What follows belongs to an exercise in optimizing a design on an open flow for small area, a short achievable clock period and few clock cycles; a production flow would make more cautious choices.
In this exercise RTL edits were held to simulation tests only and were not proved equivalent to the original.
Power figures rest on the tool's default switching activity, not on a simulated workload.

==> flow/config.mk <==
export PLATFORM = sky130hd
export DESIGN_NAME = modbus_slave
export DESIGN_NICKNAME = modbus_slave
export VERILOG_FILES = /design/flow/design.v
export SDC_FILE = /design/flow/constraint.sdc
export NUM_CORES = 4
export LEC_CHECK = 0
export CAP_MARGIN = 20
export CORE_MARGIN = 2
export CORE_UTILIZATION = 35
export SLEW_MARGIN = 20
==> flow/constraint.sdc <==
create_clock -name core_clock -period 12.0 [get_ports {clk}]
set_input_delay 2.4000 -clock core_clock [delete_from_list [all_inputs] [get_ports {clk}]]
set_output_delay 2.4000 -clock core_clock [all_outputs]
set_load 0.01 [all_outputs]
==> flow/design.v <==
module modbus_slave (
    input  wire        clk,
    input  wire        rst,           
    input  wire [7:0]  slave_addr,    
    input  wire        rx_valid,
    input  wire [7:0]  rx_data,
    input  wire        rx_last,
    output wire        rx_ready,
    output wire        tx_valid,
    output reg  [7:0]  tx_data,
    output wire        tx_last,
    input  wire        tx_ready,
    input  wire        tp_error,
    input  wire        app_valid,
    input  wire        app_we,
    input  wire [2:0]  app_space,     
    input  wire [6:0]  app_addr,
    input  wire [15:0] app_wdata,
    output wire        app_ready,
    output reg  [15:0] app_rdata,
    output reg  [15:0] snap0,
    output reg  [15:0] snap1,
    output reg         snap_pending
);
    localparam MAX_COILS    = 128;
    localparam MAX_DISCRETE = 128;
    localparam MAX_HOLDING  = 64;
    localparam MAX_INPUT    = 64;
    localparam RX_BUF_SIZE  = 144;
    localparam SNAP_IDX0    = 30;
    localparam SNAP_IDX1    = 31;
    localparam [7:0] EXC_ILLEGAL_FUNCTION = 8'h01;
    localparam [7:0] EXC_ILLEGAL_ADDRESS  = 8'h02;
    localparam [7:0] EXC_ILLEGAL_VALUE    = 8'h03;
    localparam [2:0] S_RX    = 3'd0,    
                     S_CRC   = 3'd1,    
                     S_EXEC  = 3'd2,    
                     S_WR    = 3'd3,    
                     S_SNAP  = 3'd4,    
                     S_TX    = 3'd5;    
    localparam [1:0] R_EXC = 2'd0, R_ECHO = 2'd1, R_BITS = 2'd2, R_REGS = 2'd3;
    reg [MAX_COILS-1:0]    coils;
    reg [MAX_DISCRETE-1:0] dins;
    reg [15:0]             hold [0:MAX_HOLDING-1];
    reg [15:0]             inp  [0:MAX_INPUT-1];
    reg [2:0]  state;
    reg [7:0]  rxbuf [0:RX_BUF_SIZE-1];
    reg [7:0]  rx_len;       
    reg        rx_ovf;       
    reg [7:0]  idx;          
    reg [7:0]  wr_hi;        
    reg [15:0] crc;
    reg [1:0]  resp_kind;
    reg [7:0]  resp_len;     
    reg [7:0]  exc_code;
    reg [7:0]  tx_idx;
    function [15:0] crc16_byte(input [15:0] c, input [7:0] b);
        integer k;
        reg [15:0] r;
        begin
            r = c ^ {8'h00, b};
            for (k = 0; k < 8; k = k + 1)
                r = r[0] ? ((r >> 1) ^ 16'hA001) : (r >> 1);
            crc16_byte = r;
        end
    endfunction
    wire [7:0]  f_addr  = rxbuf[0];
    wire [7:0]  f_fc    = rxbuf[1];
    wire [15:0] f_start = {rxbuf[2], rxbuf[3]};
    wire [15:0] f_qv    = {rxbuf[4], rxbuf[5]};
    wire [7:0]  f_bc    = rxbuf[6];
    wire        f_bcast = (f_addr == 8'h00);
    wire [16:0] f_end   = {1'b0, f_start} + {1'b0, f_qv};
    wire [16:0] f_qv7   = {1'b0, f_qv} + 17'd7;
    wire [13:0] f_nbits = f_qv7[16:3];           
    wire [16:0] f_nregs = {f_qv, 1'b0};          
    wire [8:0]  f_flen  = 9'd9 + {1'b0, f_bc};   
    wire fc_supported = (f_fc == 8'h01) || (f_fc == 8'h02) || (f_fc == 8'h03) ||
                        (f_fc == 8'h04) || (f_fc == 8'h05) || (f_fc == 8'h06) ||
                        (f_fc == 8'h0F) || (f_fc == 8'h10);
    assign rx_ready  = (state == S_RX);
    assign app_ready = (state == S_RX);
    assign tx_valid  = (state == S_TX);
    assign tx_last   = (state == S_TX) && (tx_idx == resp_len + 8'd1);
    wire [7:0]   d_off   = tx_idx - 8'd3;           
    wire [15:0]  d_bit0  = f_start + {5'd0, d_off, 3'd0};
    wire [255:0] d_bvec  = {128'd0, (f_fc == 8'h01) ? coils : dins} >> d_bit0[7:0];
    wire [15:0]  d_word  = f_start + {9'd0, d_off[7:1]};
    wire [15:0]  d_reg   = (f_fc == 8'h03) ? hold[d_word[5:0]] : inp[d_word[5:0]];
    reg  [7:0]   d_bits;
    integer b;
    always @(*) begin
        for (b = 0; b < 8; b = b + 1)
            d_bits[b] = d_bvec[b] && (({5'd0, d_off, 3'd0} + b[15:0]) < f_qv);
    end
    always @(*) begin
        if (tx_idx == resp_len)
            tx_data = crc[7:0];
        else if (tx_idx == resp_len + 8'd1)
            tx_data = crc[15:8];
        else begin
            case (resp_kind)
                R_ECHO: tx_data = rxbuf[{5'd0, tx_idx[2:0]}];
                R_EXC:  tx_data = (tx_idx == 8'd0) ? f_addr :
                                  (tx_idx == 8'd1) ? (f_fc | 8'h80) : exc_code;
                default: begin
                    if (tx_idx == 8'd0)      tx_data = f_addr;
                    else if (tx_idx == 8'd1) tx_data = f_fc;
                    else if (tx_idx == 8'd2) tx_data = resp_len - 8'd3;
                    else if (resp_kind == R_BITS) tx_data = d_bits;
                    else tx_data = d_off[0] ? d_reg[7:0] : d_reg[15:8];
                end
            endcase
        end
    end
    always @(*) begin
        case (app_space)
            3'd0:    app_rdata = {15'd0, coils[app_addr]};
            3'd1:    app_rdata = {15'd0, dins[app_addr]};
            3'd2:    app_rdata = hold[app_addr[5:0]];
            3'd3:    app_rdata = inp[app_addr[5:0]];
            3'd4:    app_rdata = {15'd0, snap_pending};
            default: app_rdata = 16'd0;
        endcase
    end
    reg       ex_exc;
    reg [7:0] ex_code;
    reg [1:0] ex_kind;
    reg [7:0] ex_len;
    always @(*) begin
        ex_exc  = 1'b1;
        ex_code = EXC_ILLEGAL_VALUE;
        ex_kind = R_EXC;
        ex_len  = 8'd3;
        if (!fc_supported) begin
            ex_code = EXC_ILLEGAL_FUNCTION;
        end else if (rx_len < 8'd8) begin
            ex_code = EXC_ILLEGAL_VALUE;
        end else begin
            case (f_fc)
            8'h01, 8'h02: begin
                if (f_qv == 16'd0 || f_qv > 16'd2000)
                    ex_code = EXC_ILLEGAL_VALUE;
                else if (f_end > ((f_fc == 8'h01) ? MAX_COILS : MAX_DISCRETE))
                    ex_code = EXC_ILLEGAL_ADDRESS;
                else begin
                    ex_exc  = 1'b0;
                    ex_kind = R_BITS;
                    ex_len  = 8'd3 + f_nbits[7:0];
                end
            end
            8'h03, 8'h04: begin
                if (f_qv == 16'd0 || f_qv > 16'd125)
                    ex_code = EXC_ILLEGAL_VALUE;
                else if (f_end > ((f_fc == 8'h03) ? MAX_HOLDING : MAX_INPUT))
                    ex_code = EXC_ILLEGAL_ADDRESS;
                else begin
                    ex_exc  = 1'b0;
                    ex_kind = R_REGS;
                    ex_len  = 8'd3 + f_nregs[7:0];
                end
            end
            8'h05: begin
                if (f_qv != 16'h0000 && f_qv != 16'hFF00)
                    ex_code = EXC_ILLEGAL_VALUE;
                else if (f_start >= MAX_COILS)
                    ex_code = EXC_ILLEGAL_ADDRESS;
                else begin
                    ex_exc  = 1'b0;
                    ex_kind = R_ECHO;
                    ex_len  = 8'd6;
                end
            end
            8'h06: begin
                if (f_start >= MAX_HOLDING)
                    ex_code = EXC_ILLEGAL_ADDRESS;
                else begin
                    ex_exc  = 1'b0;
                    ex_kind = R_ECHO;
                    ex_len  = 8'd6;
                end
            end
            8'h0F: begin
                if (f_qv == 16'd0 || f_qv > 16'd1968 ||
                    {2'd0, f_nbits} != {8'd0, f_bc} || {1'b0, rx_len} != f_flen)
                    ex_code = EXC_ILLEGAL_VALUE;
                else if (f_end > MAX_COILS)
                    ex_code = EXC_ILLEGAL_ADDRESS;
                else begin
                    ex_exc  = 1'b0;
                    ex_kind = R_ECHO;
                    ex_len  = 8'd6;
                end
            end
            default: begin  
                if (f_qv == 16'd0 || f_qv > 16'd123 ||
                    f_nregs != {9'd0, f_bc} || {1'b0, rx_len} != f_flen)
                    ex_code = EXC_ILLEGAL_VALUE;
                else if (f_end > MAX_HOLDING)
                    ex_code = EXC_ILLEGAL_ADDRESS;
                else begin
                    ex_exc  = 1'b0;
                    ex_kind = R_ECHO;
                    ex_len  = 8'd6;
                end
            end
            endcase
        end
    end
    wire [7:0] rd_addr = (state == S_WR) ?
                         ((f_fc == 8'h0F) ? 8'd7 + {3'd0, idx[7:3]} : 8'd7 + idx) : idx;
    wire [7:0] rd_byte = rxbuf[rd_addr];
    wire [6:0] wr_coil_idx = f_start[6:0] + idx[6:0];
    wire [5:0] wr_reg_idx  = f_start[5:0] + idx[6:1];
    always @(posedge clk) begin
        if (app_valid && app_ready && app_we) begin
            case (app_space)
                3'd0: coils[app_addr] <= app_wdata[0];
                3'd1: dins[app_addr]  <= app_wdata[0];
                3'd2: hold[app_addr[5:0]] <= app_wdata;
                3'd3: inp[app_addr[5:0]]  <= app_wdata;
                default: ;
            endcase
        end
        if (rst) begin
            state        <= S_RX;
            rx_len       <= 8'd0;
            rx_ovf       <= 1'b0;
            tx_idx       <= 8'd0;
            snap_pending <= 1'b0;
        end else if (tp_error) begin
            state  <= S_RX;
            rx_len <= 8'd0;
            rx_ovf <= 1'b0;
            tx_idx <= 8'd0;
            if (app_valid && app_ready && app_we && app_space == 3'd4)
                snap_pending <= 1'b0;
        end else begin
            if (app_valid && app_ready && app_we && app_space == 3'd4)
                snap_pending <= 1'b0;
            case (state)
            S_RX: begin
                if (rx_valid) begin
                    if (!rx_ovf && rx_len < RX_BUF_SIZE)
                        rxbuf[rx_len] <= rx_data;
                    if (rx_last) begin
                        if (!rx_ovf && rx_len != RX_BUF_SIZE) begin
                            rx_len <= rx_len + 8'd1;
                            state  <= S_CRC;
                            idx    <= 8'd0;
                            crc    <= 16'hFFFF;
                        end else begin
                            rx_len <= 8'd0;   
                            rx_ovf <= 1'b0;
                        end
                    end else if (rx_len == RX_BUF_SIZE)
                        rx_ovf <= 1'b1;
                    else
                        rx_len <= rx_len + 8'd1;
                end
            end
            S_CRC: begin
                if (rx_len < 8'd4 || (f_addr != slave_addr && f_addr != 8'h00)) begin
                    state  <= S_RX;           
                    rx_len <= 8'd0;
                end else if (idx < rx_len) begin
                    crc <= crc16_byte(crc, rd_byte);
                    idx <= idx + 8'd1;
                end else if (crc != 16'h0000) begin
                    state  <= S_RX;           
                    rx_len <= 8'd0;
                end else begin
                    state <= S_EXEC;
                end
            end
            S_EXEC: begin
                idx       <= 8'd0;
                tx_idx    <= 8'd0;
                crc       <= 16'hFFFF;
                resp_kind <= ex_kind;
                resp_len  <= ex_len;
                exc_code  <= ex_code;
                if (!ex_exc && f_fc == 8'h05)
                    coils[f_start[6:0]] <= f_qv[15];
                if (!ex_exc && f_fc == 8'h06)
                    hold[f_start[5:0]] <= f_qv;
                if (!ex_exc && (f_fc == 8'h0F || f_fc == 8'h10))
                    state <= S_WR;
                else if (f_bcast) begin
                    state  <= S_RX;
                    rx_len <= 8'd0;
                end else
                    state <= S_TX;
            end
            S_WR: begin
                idx <= idx + 8'd1;
                if (f_fc == 8'h0F) begin
                    coils[wr_coil_idx] <= rd_byte[idx[2:0]];
                    if ({8'd0, idx} == f_qv - 16'd1) begin
                        if (f_bcast) begin
                            state  <= S_RX;
                            rx_len <= 8'd0;
                        end else
                            state <= S_TX;
                    end
                end else begin
                    if (!idx[0])
                        wr_hi <= rd_byte;
                    else
                        hold[wr_reg_idx] <= {wr_hi, rd_byte};
                    if ({8'd0, idx} == {f_qv[14:0], 1'b0} - 16'd1)
                        state <= S_SNAP;
                end
            end
            S_SNAP: begin
                snap0        <= hold[SNAP_IDX0];
                snap1        <= hold[SNAP_IDX1];
                snap_pending <= 1'b1;
                if (f_bcast) begin
                    state  <= S_RX;
                    rx_len <= 8'd0;
                end else
                    state <= S_TX;
            end
            S_TX: begin
                if (tx_ready) begin
                    tx_idx <= tx_idx + 8'd1;
                    if (tx_idx < resp_len)
                        crc <= crc16_byte(crc, tx_data);
                    if (tx_idx == resp_len + 8'd1) begin
                        state  <= S_RX;
                        rx_len <= 8'd0;
                        tx_idx <= 8'd0;
                    end
                end
            end
            default: state <= S_RX;
            endcase
        end
    end
endmodule
==> flow/run.sh <==
#!/bin/bash
# synth_recipe.tcl (not shown) runs the flow's synth.tcl, then flattens the netlist and writes it again
# the make line also repeats each setting of config.mk as NAME=value (left out here)
make -C /OpenROAD-flow-scripts/flow DESIGN_CONFIG=/design/flow/config.mk WORK_HOME=/design/flow/orfs CLKGATE_MAP_FILE= SYNTH_SCRIPT=/design/flow/synth_recipe.tcl finish
==> metrics.yaml <==
run_status:
  outcome: "complete, no violations"
floorplan:
  fp.dieArea_um2: 520000
  starting_density_of_the_core_pct: 35.1
  floorplan.core_area_um2: 513000
  die_y_um: 721
  row_count: 263
  top_level_ports: 111
  die_w_um: 721
sta:
  hold_viol: 0
  finalCritPeriodShare_pct: 96.7
  slew_violations: 0
  setup_ws_ps: 396
  finalCriticalPeriod_ps: 11600
  rsz0062_at_grt: "no"
  max-slew-margin-rel_pct: 10.5
  fmaxAchievable_mhz: 86.2
  finClkSkew_ps: 112
  totalNegativeSetupSlack_ps: 0
  fin_worst_hold_slack_ps: 515
  timing_worst_slew_pin_value_ps: 1340
  finalSetupViolCount: 0
critical_path:
  critical_path.slowest_cell: "o311ai_0"
  critPathMaxFanout: 91
  criticalPathCategory: "reg -> out"
  critical_path.cell_chain: "ha_1 -> xnor2_1 -> ha_1 -> a211oi_1 -> or3b_2 -> buf_4 -> nand2_8 -> buf_12 -> mux4_2 -> nor2_1 -> o311ai_0 -> buf_4 -> nand4_1 -> o21ai_0 -> nor2_1 -> nor2_1 -> o21ai_0 -> o21ai_0 -> clkdlybuf4s50_1"
  cp_slowest_stage_delay_ps: 940
  worst_path_required_ps: 9600
  worst_path_arrival_time_ps: 9200
  reg2regPathDepth: 23
  startpoint_type: "flop"
  crit_path_end_kind: "output port"
logic_synthesis:
  postSynth.topFlopCell: "edfxtp_1"
  synthTopCellsByArea: "edfxtp_1 (57%), mux4_2 (8.8%), mux2i_1 (4.7%)"
  synth_cell_type_count: 111
  synth-edff-count: 3404
  warning_count_from_the_yosys_run: 1
  netlist_area_um2: 180000
  syn_inst: 13829
  portion_of_the_post_synthesis_area_used_by_sequential_elements_pct: 58.5
  yosysTopAreaCell: "edfxtp_1"
  synthesis.nets: 13966
  avgSynthCellArea_um2: 13.0
  synth_async_sr_flop_share_pct: 0
  post_synth_top_area_share_pct: 56.8
  yosys_register_bits: 3556
clock_network:
  tritoncts: "built"
  max-clock-path-buffers: 4
  cts-resized-gates: 0
  cts-hold-fix-buffers: 0
  cts.root.buffer_cell: "clkbuf_16"
  clock_sinks: 3556
  clock_latency_ps: 1050
  worst_setup_hold_path_clk_slew_ps: 60
  tritoncts.num_buffers: 382
  htree_levels: 5
  cts_post_setup_buffers_inserted: 0
placed_design:
  place_ws_ps: 1340
  placedCellCount: 20135
  place_congestion: 1.00
  buffer_ports.inserted: 110
  detailedPlacementHpwl_um: 524000
power:
  p_int_mw: 20.6
  p_leak_nw: 65.1
  share_clk_of_total_power_pct: 44.0
  power_switching_share_pct: 23.9
  switching_power_mw: 6.46
  combPwrFrac_pct: 5.6
  powerDensity_nw_per_um2: 133
  power_frac_seq_pct: 50.3
  vdd_drop_max_v: 0.000124
global_routing:
  grt_antenna_before_repair: 54
  grt_pass1_vias: 129095
  residual_overflow_from_global_routing: 0
  grt_max_degree: 144
  gr-usage-all-layers_pct: 29.7
  grt_first_pass_wirelength_um: 1090000
routing:
  routed_wirelength_um: 803000
  detailroute.via_count: 139274
  detailedRoute.firstIterationViolations: 24403
  drc_errors: 0
  post_route_antenna_net_violation_count: 0
  viasPerCell: 6.67
  drt_pre_antenna_iters: 9
  drt-wirelength-per-cell_um: 38.5
finish:
  layout-area-overhead-vs-synth_pct: 12.8
  layout.cells.most_common_list: "edfxtp_1 (3404), nand2_1 (1603), nor2_1 (900), mux2i_1 (845), mux4_2 (702)"
  design.final.nets: 13905
  layout.filler_cells: 47727
  layout-drive-gt1-share_pct: 17.8
  layoutNonFillerInstCount: 20867
  layout.cells.most_common: "edfxtp_1"
min_path:
  min_delay_path_depth: 0
  hold_path_class: "reg -> reg"
job:
  max_cap_violations: 0
[cells by family (layout without fill, tap and decap cells)]
family | Yosys count | after routing | share of synthesized area [%]
xor+xnor | 184 | 184 | 0.945
flops | 3556 | 3556 | 58.5
compound gates | 3023 | 3023 | 11.8
other cells | 0 | 39 | 0
mux | 1932 | 1932 | 15.9
buf+inv | 1194 | 1436 | 2.88
fa+ha+maj | 87 | 87 | 0.625
simple gates | 3853 | 3853 | 9.38
[Yosys cell counts, drive strengths merged (139+ instances only)]
cell type	n
clkbuf	640
and3	140
nand2	1616
mux2i	845
a21oi	528
a31oi	224
nand3	452
mux2	385
edfxtp	3404
nor2	1073
dfxtp	152
buf	463
a221oi	289
a211oi	165
nor3	139
o21ai	471
mux4	702
a22oi	343
[cell type report]
type | instances | area [um^2] | share of cell area, %
diodes | 39 | 97.6 | 0.0480
clock buffers | 467 | 9980 | 4.91
clock inverters | 220 | 2190 | 1.08
inverters | 91 | 352 | 0.173
multi-input cells | 9079 | 71100 | 35.0
flip-flops and latches | 3556 | 105000 | 51.8
well taps | 6757 | 8450 | 4.16
repair buffers | 658 | 5780 | 2.84
[final timing paths]
path,slack (ps),to,startpoint
worst max-delay path,400,tx_data[6],tx_idx[1]
worst min-delay path,520,snap0[9],hold[30][9]
worst max register to register,3120,crc[0],tx_idx[1]
worst min register to register,520,snap0[9],hold[30][9]
[routing by layer]
| layer | GRT usage (%) | wire length, um |
|---|---|---|
| met1 | 39.2 | 294000 |
| met2 | 42.4 | 334000 |
| met3 | 9.07 | 112000 |
| met4 | 18.8 | 62800 |
| met5 | 0 | 283 |
[stage by stage]
step	instance area (um^2)	power [mW]	utilization (%)
3_3_place_gp	191000	15.3	37.2
3_5_place_dp	191000	15.3	37.2
2_1_floorplan	180000	14.5	-
4_1_cts	203000	27.0	39.6
6_report	203000	27.1	39.6
5_1_grt	203000	27.5	39.6
[power groups by stage]
stage / clock network, mW / registers, mW / logic, mW
6_report: 11.9 / 13.6 / 1.53
5_1_grt: 12.4 / 13.6 / 1.53
4_1_cts: 11.9 / 13.6 / 1.44
3_5_place_dp: 0 / 13.9 / 1.44
3_3_place_gp: 0 / 13.9 / 1.43
2_1_floorplan: 0 / 13.9 / 0.648
[worst max-delay path: cells and delay by family, from the launching register on]
family	cells	cell delay [ps]
AO/OA/AOI/OAI	5	2810
flip-flops	1	410
buffers and inverters	4	1680
adder cells (fa/ha/maj)	2	640
multiplexers	1	510
AND/OR/NAND/NOR	6	1460
XOR/XNOR	1	440
[sequential cells by signal (all words and copies together), names as in the netlist, named ones only]
name / cells
idx: 8
snap0: 16
hold: 1024
rx_ovf: 1
coils: 128
exc_code: 2
snap1: 16
resp_len: 8
resp_kind: 2
inp: 1024
state: 3
dins: 128
rx_len: 8
rxbuf: 1152
crc: 16
tx_idx: 8
snap_pending: 1
wr_hi: 8
Testbench counts, summed over its fixed seeds: cycles 14,093.

what the ideal ports hide:
The flow's constraints put no driver on any port. The routed layout listed below was extracted and timed again, unchanged, in two steps.
Step 1 assumes that a clkbuf_16 drives the clock port and a buf_2 every other input.
Step 2 also shifts input and output timing later by t, the mid clock arrival at the registers, as if the neighbouring blocks saw the same clock.
Three values: no drivers, after step 1, after step 2; two values: the first two.
t, ns: 1.109
setup WS [ns]: 0.396 / 0.286 / 0.884
latest minus earliest clock arrival (ns): 0.112 / 0.113
slew at the worst register clock pin (ns): 0.07 / 0.07
worst slew at a driven data input, ns: 0.14
After both steps setup and hold are still met in this run. For this run, drivers alone change the setup slack by -0.110 ns; drivers and shift together by +0.488 ns.
